This design comes from an exercise in tuning for small area, a short achievable clock period and few clock cycles on the open sky130 flow, not from production work. Function was checked by simulation only, so behaviour that the tests miss may differ from the original. Power and IR drop assume default switching activity.

--- flow/config.mk ---
export PLATFORM = sky130hd
export DESIGN_NAME = mbf_framer
export DESIGN_NICKNAME = mbf_framer
export VERILOG_FILES = /design/flow/design.v
export SDC_FILE = /design/flow/constraint.sdc
export NUM_CORES = 4
export LEC_CHECK = 0
export CAP_MARGIN = 20
export CORE_MARGIN = 2
export CORE_UTILIZATION = 40
export SLEW_MARGIN = 20
--- flow/constraint.sdc ---
create_clock -name core_clock -period 6.0 [get_ports {clk}]
set_input_delay 1.2000 -clock core_clock [delete_from_list [all_inputs] [get_ports {clk}]]
set_output_delay 1.2000 -clock core_clock [all_outputs]
set_load 0.01 [all_outputs]
--- flow/design.v ---
module mbf_tx (
    input  wire        clk,
    input  wire        rst,
    input  wire        tx_start,
    input  wire [15:0] tx_cmd,
    input  wire [15:0] tx_len,
    input  wire        tx_flip,
    input  wire        tx_ack,
    output wire        tx_busy,
    output reg         tx_done,
    output reg         tx_oversize,
    input  wire        tx_in_valid,
    input  wire [7:0]  tx_in_data,
    output wire        tx_in_ready,
    output wire        pkt_valid,
    output wire [7:0]  pkt_data,
    output wire        pkt_last,
    input  wire        pkt_ready
);
    localparam MSG_MAX = 988;
    reg        sending;
    reg [15:0] cmd_q;
    reg [15:0] len_q;
    reg        flip_q;
    reg        ack_q;
    reg [9:0]  total;      
    reg [9:0]  sent;       
    reg [3:0]  pkt_idx;    
    reg [5:0]  pos;        
    wire [9:0] total_m1  = total - 10'd1;
    wire [9:0] n_m1      = total_m1 / 10'd62;
    wire [3:0] last_idx  = n_m1[3:0];
    wire [9:0] remaining = total - sent;
    wire [5:0] plen      = (remaining > 10'd62) ? 6'd62 : remaining[5:0];
    wire in_chunk  = (pos >= 6'd2) && (sent < total);
    wire from_host = in_chunk && (sent >= 10'd4);
    reg [7:0] byte_out;
    always @(*) begin
        if (pos == 6'd0)
            byte_out = {flip_q, ack_q, plen};
        else if (pos == 6'd1)
            byte_out = {pkt_idx, last_idx};
        else if (!in_chunk)
            byte_out = 8'h00;
        else if (sent == 10'd0)
            byte_out = cmd_q[7:0];
        else if (sent == 10'd1)
            byte_out = cmd_q[15:8];
        else if (sent == 10'd2)
            byte_out = len_q[7:0];
        else if (sent == 10'd3)
            byte_out = len_q[15:8];
        else
            byte_out = tx_in_data;
    end
    assign pkt_valid   = sending && (!from_host || tx_in_valid);
    assign pkt_data    = byte_out;
    assign pkt_last    = (pos == 6'd63);
    assign tx_in_ready = sending && from_host && pkt_ready;
    assign tx_busy     = sending;
    wire xfer     = pkt_valid && pkt_ready;
    wire last_pkt = (pkt_idx == last_idx);
    always @(posedge clk) begin
        if (rst) begin
            sending     <= 1'b0;
            tx_done     <= 1'b0;
            tx_oversize <= 1'b0;
            sent        <= 10'd0;
            pkt_idx     <= 4'd0;
            pos         <= 6'd0;
        end else begin
            tx_done     <= 1'b0;
            tx_oversize <= 1'b0;
            if (!sending) begin
                if (tx_start) begin
                    if (tx_len > MSG_MAX) begin
                        tx_done     <= 1'b1;
                        tx_oversize <= 1'b1;
                    end else begin
                        sending <= 1'b1;
                        cmd_q   <= tx_cmd;
                        len_q   <= tx_len;
                        flip_q  <= tx_flip;
                        ack_q   <= tx_ack;
                        total   <= tx_len[9:0] + 10'd4;
                        sent    <= 10'd0;
                        pkt_idx <= 4'd0;
                        pos     <= 6'd0;
                    end
                end
            end else if (xfer) begin
                pos <= pos + 6'd1;
                if (in_chunk)
                    sent <= sent + 10'd1;
                if (pos == 6'd63) begin
                    pkt_idx <= pkt_idx + 4'd1;
                    if (last_pkt) begin
                        sending <= 1'b0;
                        tx_done <= 1'b1;
                    end
                end
            end
        end
    end
endmodule
module mbf_rx (
    input  wire        clk,
    input  wire        rst,
    input  wire        rx_strict,
    input  wire        rx_valid,
    input  wire [7:0]  rx_data,
    input  wire        rx_last,
    output reg         rd_valid,
    output reg  [7:0]  rd_data,
    output reg         res_valid,
    output reg  [1:0]  res_kind,
    output reg  [3:0]  res_err,
    output reg  [15:0] res_cmd,
    output reg  [15:0] res_len
);
    localparam [15:0] CMD_DBG_MESSAGE = 16'hF001;
    localparam [15:0] CMD_ID_RETRY    = 16'hF002;
    localparam [1:0] KIND_MESSAGE = 2'd0;
    localparam [1:0] KIND_RETRY   = 2'd1;
    localparam [1:0] KIND_DEBUG   = 2'd2;
    localparam [1:0] KIND_FAIL    = 2'd3;
    localparam [3:0] ERR_NONE         = 4'h0;
    localparam [3:0] ERR_LEN_MISMATCH = 4'h2;
    localparam [3:0] ERR_BAD_PACKET   = 4'h3;
    localparam [3:0] ERR_INCONSISTENT = 4'h4;
    localparam [3:0] ERR_TOO_LONG     = 4'h5;
    reg        first;        
    reg [4:0]  k;            
    reg [3:0]  prev_idx;
    reg [3:0]  tot0;
    reg [10:0] sum;          
    reg [10:0] acc;          
    reg [15:0] cmd_q;
    reg [15:0] len_q;
    reg [6:0]  pos;          
    reg [5:0]  plen_q;
    reg [3:0]  idx_q;
    reg [3:0]  tot_q;
    wire [5:0]  plen_c = (pos == 7'd0) ? rx_data[5:0] : plen_q;
    wire [3:0]  idx_c  = (pos == 7'd1) ? rx_data[7:4] : idx_q;
    wire [3:0]  tot_c  = (pos == 7'd1) ? rx_data[3:0] : tot_q;
    wire [15:0] len_c  = (first && pos == 7'd5) ? {rx_data, len_q[7:0]} : len_q;
    wire [7:0] pay_end = 8'd2 + {2'b00, plen_c};
    wire take = (pos >= 7'd2) && ({1'b0, pos} < pay_end) &&
                (!first || pos >= 7'd6);
    wire [7:0]  cnt       = {1'b0, pos} + 8'd1;
    wire        bad_pkt   = (cnt < 8'd2) || (plen_c > 6'd62) ||
                            (cnt < pay_end) || (first && cnt < 8'd6);
    wire        too_long  = (k == 5'd16);
    wire        inconsist = rx_strict &&
                            (first ? (idx_c != 4'd0)
                                   : (({1'b0, idx_c} != {1'b0, prev_idx} + 5'd1) ||
                                      (tot_c != tot0)));
    wire [10:0] acc_new   = acc + (take ? 11'd1 : 11'd0);
    wire [10:0] sum_new   = sum + {5'd0, plen_c};
    wire        complete  = (idx_c == tot_c);
    wire        len_ok    = ({5'd0, acc_new} == len_c) &&
                            (sum_new >= 11'd4) && (acc_new == sum_new - 11'd4);
    always @(posedge clk) begin
        if (rst) begin
            first     <= 1'b1;
            k         <= 5'd0;
            sum       <= 11'd0;
            acc       <= 11'd0;
            pos       <= 7'd0;
            rd_valid  <= 1'b0;
            res_valid <= 1'b0;
        end else begin
            rd_valid  <= 1'b0;
            res_valid <= 1'b0;
            if (rx_valid) begin
                if (pos == 7'd0) plen_q <= rx_data[5:0];
                if (pos == 7'd1) begin
                    idx_q <= rx_data[7:4];
                    tot_q <= rx_data[3:0];
                end
                if (first) begin
                    if (pos == 7'd2) cmd_q[7:0]  <= rx_data;
                    if (pos == 7'd3) cmd_q[15:8] <= rx_data;
                    if (pos == 7'd4) len_q[7:0]  <= rx_data;
                    if (pos == 7'd5) len_q[15:8] <= rx_data;
                end
                if (take) begin
                    rd_valid <= 1'b1;
                    rd_data  <= rx_data;
                end
                if (!rx_last) begin
                    if (pos != 7'd127) pos <= pos + 7'd1;
                    acc <= acc_new;
                end else begin
                    pos     <= 7'd0;
                    if (bad_pkt || too_long || inconsist) begin
                        res_valid <= 1'b1;
                        res_kind  <= KIND_FAIL;
                        res_err   <= bad_pkt  ? ERR_BAD_PACKET :
                                     too_long ? ERR_TOO_LONG : ERR_INCONSISTENT;
                        first     <= 1'b1;
                        k         <= 5'd0;
                        sum       <= 11'd0;
                        acc       <= 11'd0;
                    end else if (complete) begin
                        res_valid <= 1'b1;
                        res_cmd   <= cmd_q;
                        res_len   <= len_c;
                        if (!len_ok) begin
                            res_kind <= KIND_FAIL;
                            res_err  <= ERR_LEN_MISMATCH;
                        end else begin
                            res_err  <= ERR_NONE;
                            if (cmd_q == CMD_DBG_MESSAGE)
                                res_kind <= KIND_DEBUG;
                            else if (cmd_q == CMD_ID_RETRY)
                                res_kind <= KIND_RETRY;
                            else
                                res_kind <= KIND_MESSAGE;
                        end
                        first <= 1'b1;
                        k     <= 5'd0;
                        sum   <= 11'd0;
                        acc   <= 11'd0;
                    end else begin
                        first    <= 1'b0;
                        k        <= k + 5'd1;
                        sum      <= sum_new;
                        acc      <= acc_new;
                        prev_idx <= idx_c;
                        if (first) tot0 <= tot_c;
                    end
                end
            end
        end
    end
endmodule
module mbf_framer (
    input  wire        clk,
    input  wire        rst,
    input  wire        tx_start,
    input  wire [15:0] tx_cmd,
    input  wire [15:0] tx_len,
    input  wire        tx_flip,
    input  wire        tx_ack,
    output wire        tx_busy,
    output wire        tx_done,
    output wire        tx_oversize,
    input  wire        tx_in_valid,
    input  wire [7:0]  tx_in_data,
    output wire        tx_in_ready,
    output wire        pkt_valid,
    output wire [7:0]  pkt_data,
    output wire        pkt_last,
    input  wire        pkt_ready,
    input  wire        rx_strict,
    input  wire        rx_valid,
    input  wire [7:0]  rx_data,
    input  wire        rx_last,
    output wire        rd_valid,
    output wire [7:0]  rd_data,
    output wire        res_valid,
    output wire [1:0]  res_kind,
    output wire [3:0]  res_err,
    output wire [15:0] res_cmd,
    output wire [15:0] res_len
);
    mbf_tx u_tx (
        .clk(clk), .rst(rst),
        .tx_start(tx_start), .tx_cmd(tx_cmd), .tx_len(tx_len),
        .tx_flip(tx_flip), .tx_ack(tx_ack),
        .tx_busy(tx_busy), .tx_done(tx_done), .tx_oversize(tx_oversize),
        .tx_in_valid(tx_in_valid), .tx_in_data(tx_in_data), .tx_in_ready(tx_in_ready),
        .pkt_valid(pkt_valid), .pkt_data(pkt_data), .pkt_last(pkt_last),
        .pkt_ready(pkt_ready)
    );
    mbf_rx u_rx (
        .clk(clk), .rst(rst),
        .rx_strict(rx_strict), .rx_valid(rx_valid), .rx_data(rx_data), .rx_last(rx_last),
        .rd_valid(rd_valid), .rd_data(rd_data),
        .res_valid(res_valid), .res_kind(res_kind), .res_err(res_err),
        .res_cmd(res_cmd), .res_len(res_len)
    );
endmodule
--- flow/run.sh ---
#!/bin/bash
# synth_recipe.tcl (not shown) runs the flow's synth.tcl, then flattens the netlist and writes it again
# the make line also repeats each setting of config.mk as NAME=value (left out here)
make -C /OpenROAD-flow-scripts/flow DESIGN_CONFIG=/design/flow/config.mk WORK_HOME=/design/flow/orfs CLKGATE_MAP_FILE= SYNTH_SCRIPT=/design/flow/synth_recipe.tcl finish
==> run summary <==
* Num rows: 60
- The congestion estimate from routability-driven global placement came to 0.872.
- Number of buffers on the longest clock path: 3
* Count of unresolved DRC violations after routing: 0
- The floorplan step defined a die boundary enclosing 0.0289 sq mm.
* Fmax: 176 MHz
* Global-route wire length before repair: 44,300 um
* Area share of the largest cell type after synthesis: 38.3%
- Ports placed on the boundary: 120
* Class of the most critical setup path: reg2reg
- TritonCTS created 24 clock buffers.
- Port Buf Inserts: 118
- The number of endpoints with negative hold slack in the final report came to 0.
- Leading area contributor after synthesis: edfxtp_1
- For the pin with the worst max-slew slack, the measured transition is 0.931 ns.
- Critical path fanouts, max: 4
- Detailed Route Iter0 Violations: 629
* Final core occ: 50.6%
- Combined global-route utilization of all metal layers: 19.5%
- The tree is rooted in a clkbuf_16.
- The layout has 2,456 filler cells.
- Relative slew slack: 37.4%
- Share of the clock period used by the worst path after layout: 94.8%
- Once the floorplan was initialized, standard cells occupied 40.9% of the core.
* FF+latch count, synth: 201
* Fin. max-slew vios: 0
- For this design the static power due to leakage is 4.99 nW.
- Worst setup EP type: register
- Clock tree from TritonCTS: done
- Peak ir drop on the vdd network: 206 uV
* Number of antenna violations at the first check in global routing: 1
- Summing every instance area after synthesis gives 0.0110 sq mm.
- CP arrival: 5.93 ns
* Total negative setup slack: 0 ns
* Via count of the first global-routing pass: 8,175
- Number of distinct library cell variants in the gate-level netlist after synthesis: 82
- Count of maximum capacitance violations: 0
* Total inserted antenna cells: 0
- Across the routed clock network, the largest skew measured is 0.0176 ns.
- The wire-length estimate of the detail-placed layout is 22,000 um.
* Highest metal layer used by the detailed router: met4
- Kind of start point of the critical path: register
* Met1 wire length: 12,800 um
* Clock transition at path regs: 0.06 ns
- Synthesis Warnings: 2
* Horiz. Die Dim: 170 um
* Vertical extent of the die: 170 um
* Setup WS pre-CTS: -0.305 ns
- Placed instance area: 0.0128 sq mm
- Core area: 0.0270 sq mm
- The post-route netlist has 10.9% of its cells at a drive strength greater than 1.
* Total setup violations reported at the end of the flow: 0
* Total non-filler cell area in the finished layout: 0.0137 sq mm
- Drt via density: 5.44
- Wire length on met2: 13,900 um
- In this run the number of H-tree levels came out at 1.
- Synth Instances: 1,042
* Post-DR wirelength/cell: 18.6 um
- In the post-route analysis, the smallest setup slack over all paths is 0.314 ns.
- The final layout contains 1,309 nets.
- For this design the ratio of total power to cell area is 227 mW/mm^2.
- Final WL: 28,900 um
* Global route total overflow: 0
* Minimum period implied by the final worst setup slack: 5.69 ns
* Area Overhead vs Synth: 23.8%
- By area the synthesized netlist is led by edfxtp_1, dfxtp_1, ha_1.
- Via total after detailed routing: 8,454
* Wire length on met3: 1360 um
- STA puts the critical path data required time at 6.24 ns.
- The later pin in the worst-skew pair is clocked with a latency of 0.51 ns.
- The number of nets in the synthesized netlist is 1,154.
- The tightest min-delay check is of the reg2reg type.
- Most frequently used flop master after synthesis: edfxtp_1
- A synthesized cell averages 10.6 sq um.
* Pin count of the biggest net entering global routing: 43
* Portion of the post-synthesis area used by sequential elements: 49.2%
- For this design, the sink count on the clock tree is 201.
* Run status: complete, no violations
- Async set-reset flop share out of synthesis: 0%
- Post-detailed-route count of antenna-violating nets: 0
* Number of enable-type register cells in the synthesized netlist: 141
- Number of search-and-repair iterations in the first detailed-routing pass: 5
-- area by class of cell --
type,instances,area (sq um),area share (%)
Sequential cell,201,5440,39.8
Multi-Input combinational cell,751,5330,39.0
Timing Repair Buffer,165,1530,11.2
Inverter,54,203,1.48
Clock inverter,11,92.6,0.677
Tap cell,341,427,3.12
Clock buffer,32,652,4.77
-- repair_timing --
action                                 in CTS  in global routing
setup buffers                               0                  1
gates resized for setup                     2                 10
setup endpoints to repair                   2                  5
hold buffers                                0                  0
endpoints found under the hold margin       0                  0
pin swaps                                   0                  1
cloned                                      0                  0
-- registers in the layout (all words and copies together) (netlist names), 2 cells and up --
register	count
u_rx.rd_data	8
u_rx.cmd_q	16
u_rx.sum	11
u_rx.idx_q	4
u_rx.pos	7
u_rx.res_len	16
u_rx.acc	11
u_tx.cmd_q	16
u_rx.tot_q	4
u_rx.res_cmd	16
u_tx.sent	10
u_tx.len_q	14
u_tx.pkt_idx	4
u_tx.pos	6
u_rx.len_q	16
u_rx.prev_idx	4
u_tx.total	10
u_rx.res_kind	2
u_rx.tot0	4
u_rx.k	5
u_rx.res_err	3
u_rx.plen_q	6
-- worst max-delay path: stages (launching register included) --
cell and delay [ns]:
dfxtp_1 0.31, or4_4 0.55, or3_4 0.38, mux2_2 0.31, ha_1 0.24, and3_1 0.19
xnor2_2 0.15, ha_1 0.30, nand3_1 0.10, nor2_1 0.06, a2111oi_2 0.33, buf_4 0.19
ha_1 0.16, ha_1 0.24, or3_1 0.36, a221oi_2 0.28, nand4_1 0.15, nor4_2 0.23
and4_1 0.23, o2111ai_1 0.17, nor4b_2 0.28, buf_4 0.16, o21ai_0 0.06
-- metal layers --
metal	vias to the layer above	GRT usage, %
met5	-	0
met3	45	2.67
met4	0	5.57
met2	194	32.9
li1	4168	-
met1	4047	26.3
-- cell families after synthesis --
kind of cell	share of synthesized area, %
buffers and inverters	3.44
xor gates and xnor gates	8.51
muxes	2.13
DFF	49.2
AOI/OAI and AO/OA	13.4
other	0.0340
and+or+nand+nor	16.9
adders and majority gates	6.35
-- synthesized netlist by cell type, drive strengths merged, types with 5 or more instances --
| cell type | instances |
|---|---|
| a211oi | 6 |
| a21o | 10 |
| a21oi | 50 |
| a22o | 6 |
| a22oi | 16 |
| a31oi | 14 |
| and2 | 9 |
| and3 | 15 |
| buf | 14 |
| clkbuf | 22 |
| dfxtp | 60 |
| edfxtp | 141 |
| ha | 52 |
| inv | 54 |
| mux2 | 12 |
| mux2i | 10 |
| nand2 | 64 |
| nand2b | 11 |
| nand3 | 33 |
| nand3b | 5 |
| nand4 | 20 |
| nor2 | 88 |
| nor2b | 15 |
| nor3 | 26 |
| nor4 | 19 |
| o211ai | 14 |
| o21ai | 55 |
| or2 | 7 |
| or3 | 15 |
| or4 | 8 |
| xnor2 | 59 |
| xor2 | 38 |
-- where the power goes --
group          internal (mW)  switching (mW)
registers               1.49         0.00479
clock network          0.807           0.552
logic                  0.111           0.132
-- through the flow --
stage                     power (mW)  instances  hold slack, ns
after floorplan                 1.65       1042           0.418
after global placement          1.76       1511           0.432
after detailed placement        1.76       1511           0.437
after CTS                       3.12       1554           0.451
after global routing            3.20       1555           0.464
final                           3.10       1555           0.449
-- final timing paths --
kind                                  from                              to  slack [ns]  depth (start not counted)
setup / recovery  u_rx.pos[3]$_SDFFE_PP0P_  u_rx.res_kind[0]$_SDFFCE_PP1P_        0.31                         22
hold / removal    u_rx.cmd_q[13]$_DFFE_PP_      u_rx.res_cmd[13]$_DFFE_PP_        0.45                          0
setup reg to reg  u_rx.pos[3]$_SDFFE_PP0P_  u_rx.res_kind[0]$_SDFFCE_PP1P_        0.31                         22
hold reg to reg   u_rx.cmd_q[13]$_DFFE_PP_      u_rx.res_cmd[13]$_DFFE_PP_        0.45                          0
-- cell usage in the layout (no fill, tap or decap), drive strengths merged, types with 9 or more instances in the layout --
cell           instances
nand2b                11
edfxtp               141
and2                   9
clkbuf                32
inv                   54
a22oi                 16
or3                   15
nor2                  88
xor2                  38
o211ai                14
o21ai                 55
nor4                  19
a31oi                 14
xnor2                 59
a21oi                 50
buf                   47
nor2b                 15
nand4                 20
mux2                  12
nand2                 64
clkdlybuf4s50        118
ha                    52
a21o                  10
nand3                 33
and3                  15
dfxtp                 60
nor3                  26
mux2i                 10
Testbench counts, summed over its fixed seeds: cycles 86,472.

==> separate check: timing with driven ports <==
The flow's constraints put no driver on any port. The routed layout listed below was extracted and timed again, unchanged, in two steps.
Step 1 sets driving cells, clkbuf_16 on the clock port and buf_2 on the other inputs (assumed; they add their load-dependent delay and slew).
Step 2 adds t to the input delays and takes it off the output delays; t is the mean of the earliest and latest rising clock arrival at the registers after step 1. Input paths then give back, and output paths get back, about the clock's delay inside the block.
Three values: ideal ports, drivers, drivers and shift; two values: the first two.
t, ns: 0.546
setup slack, ns: 0.314 / 0.305 / -0.096
worst hold slack (ns): 0.449 / 0.449 / 0.449
worst data-port slew with drivers (ns): 0.06
cell pins on the clock port's net: 1
With both steps, setup timing fails in this run, where it was met with ideal ports. The setup slack of this run moves by -0.009 ns with the drivers and by -0.410 ns with both steps.
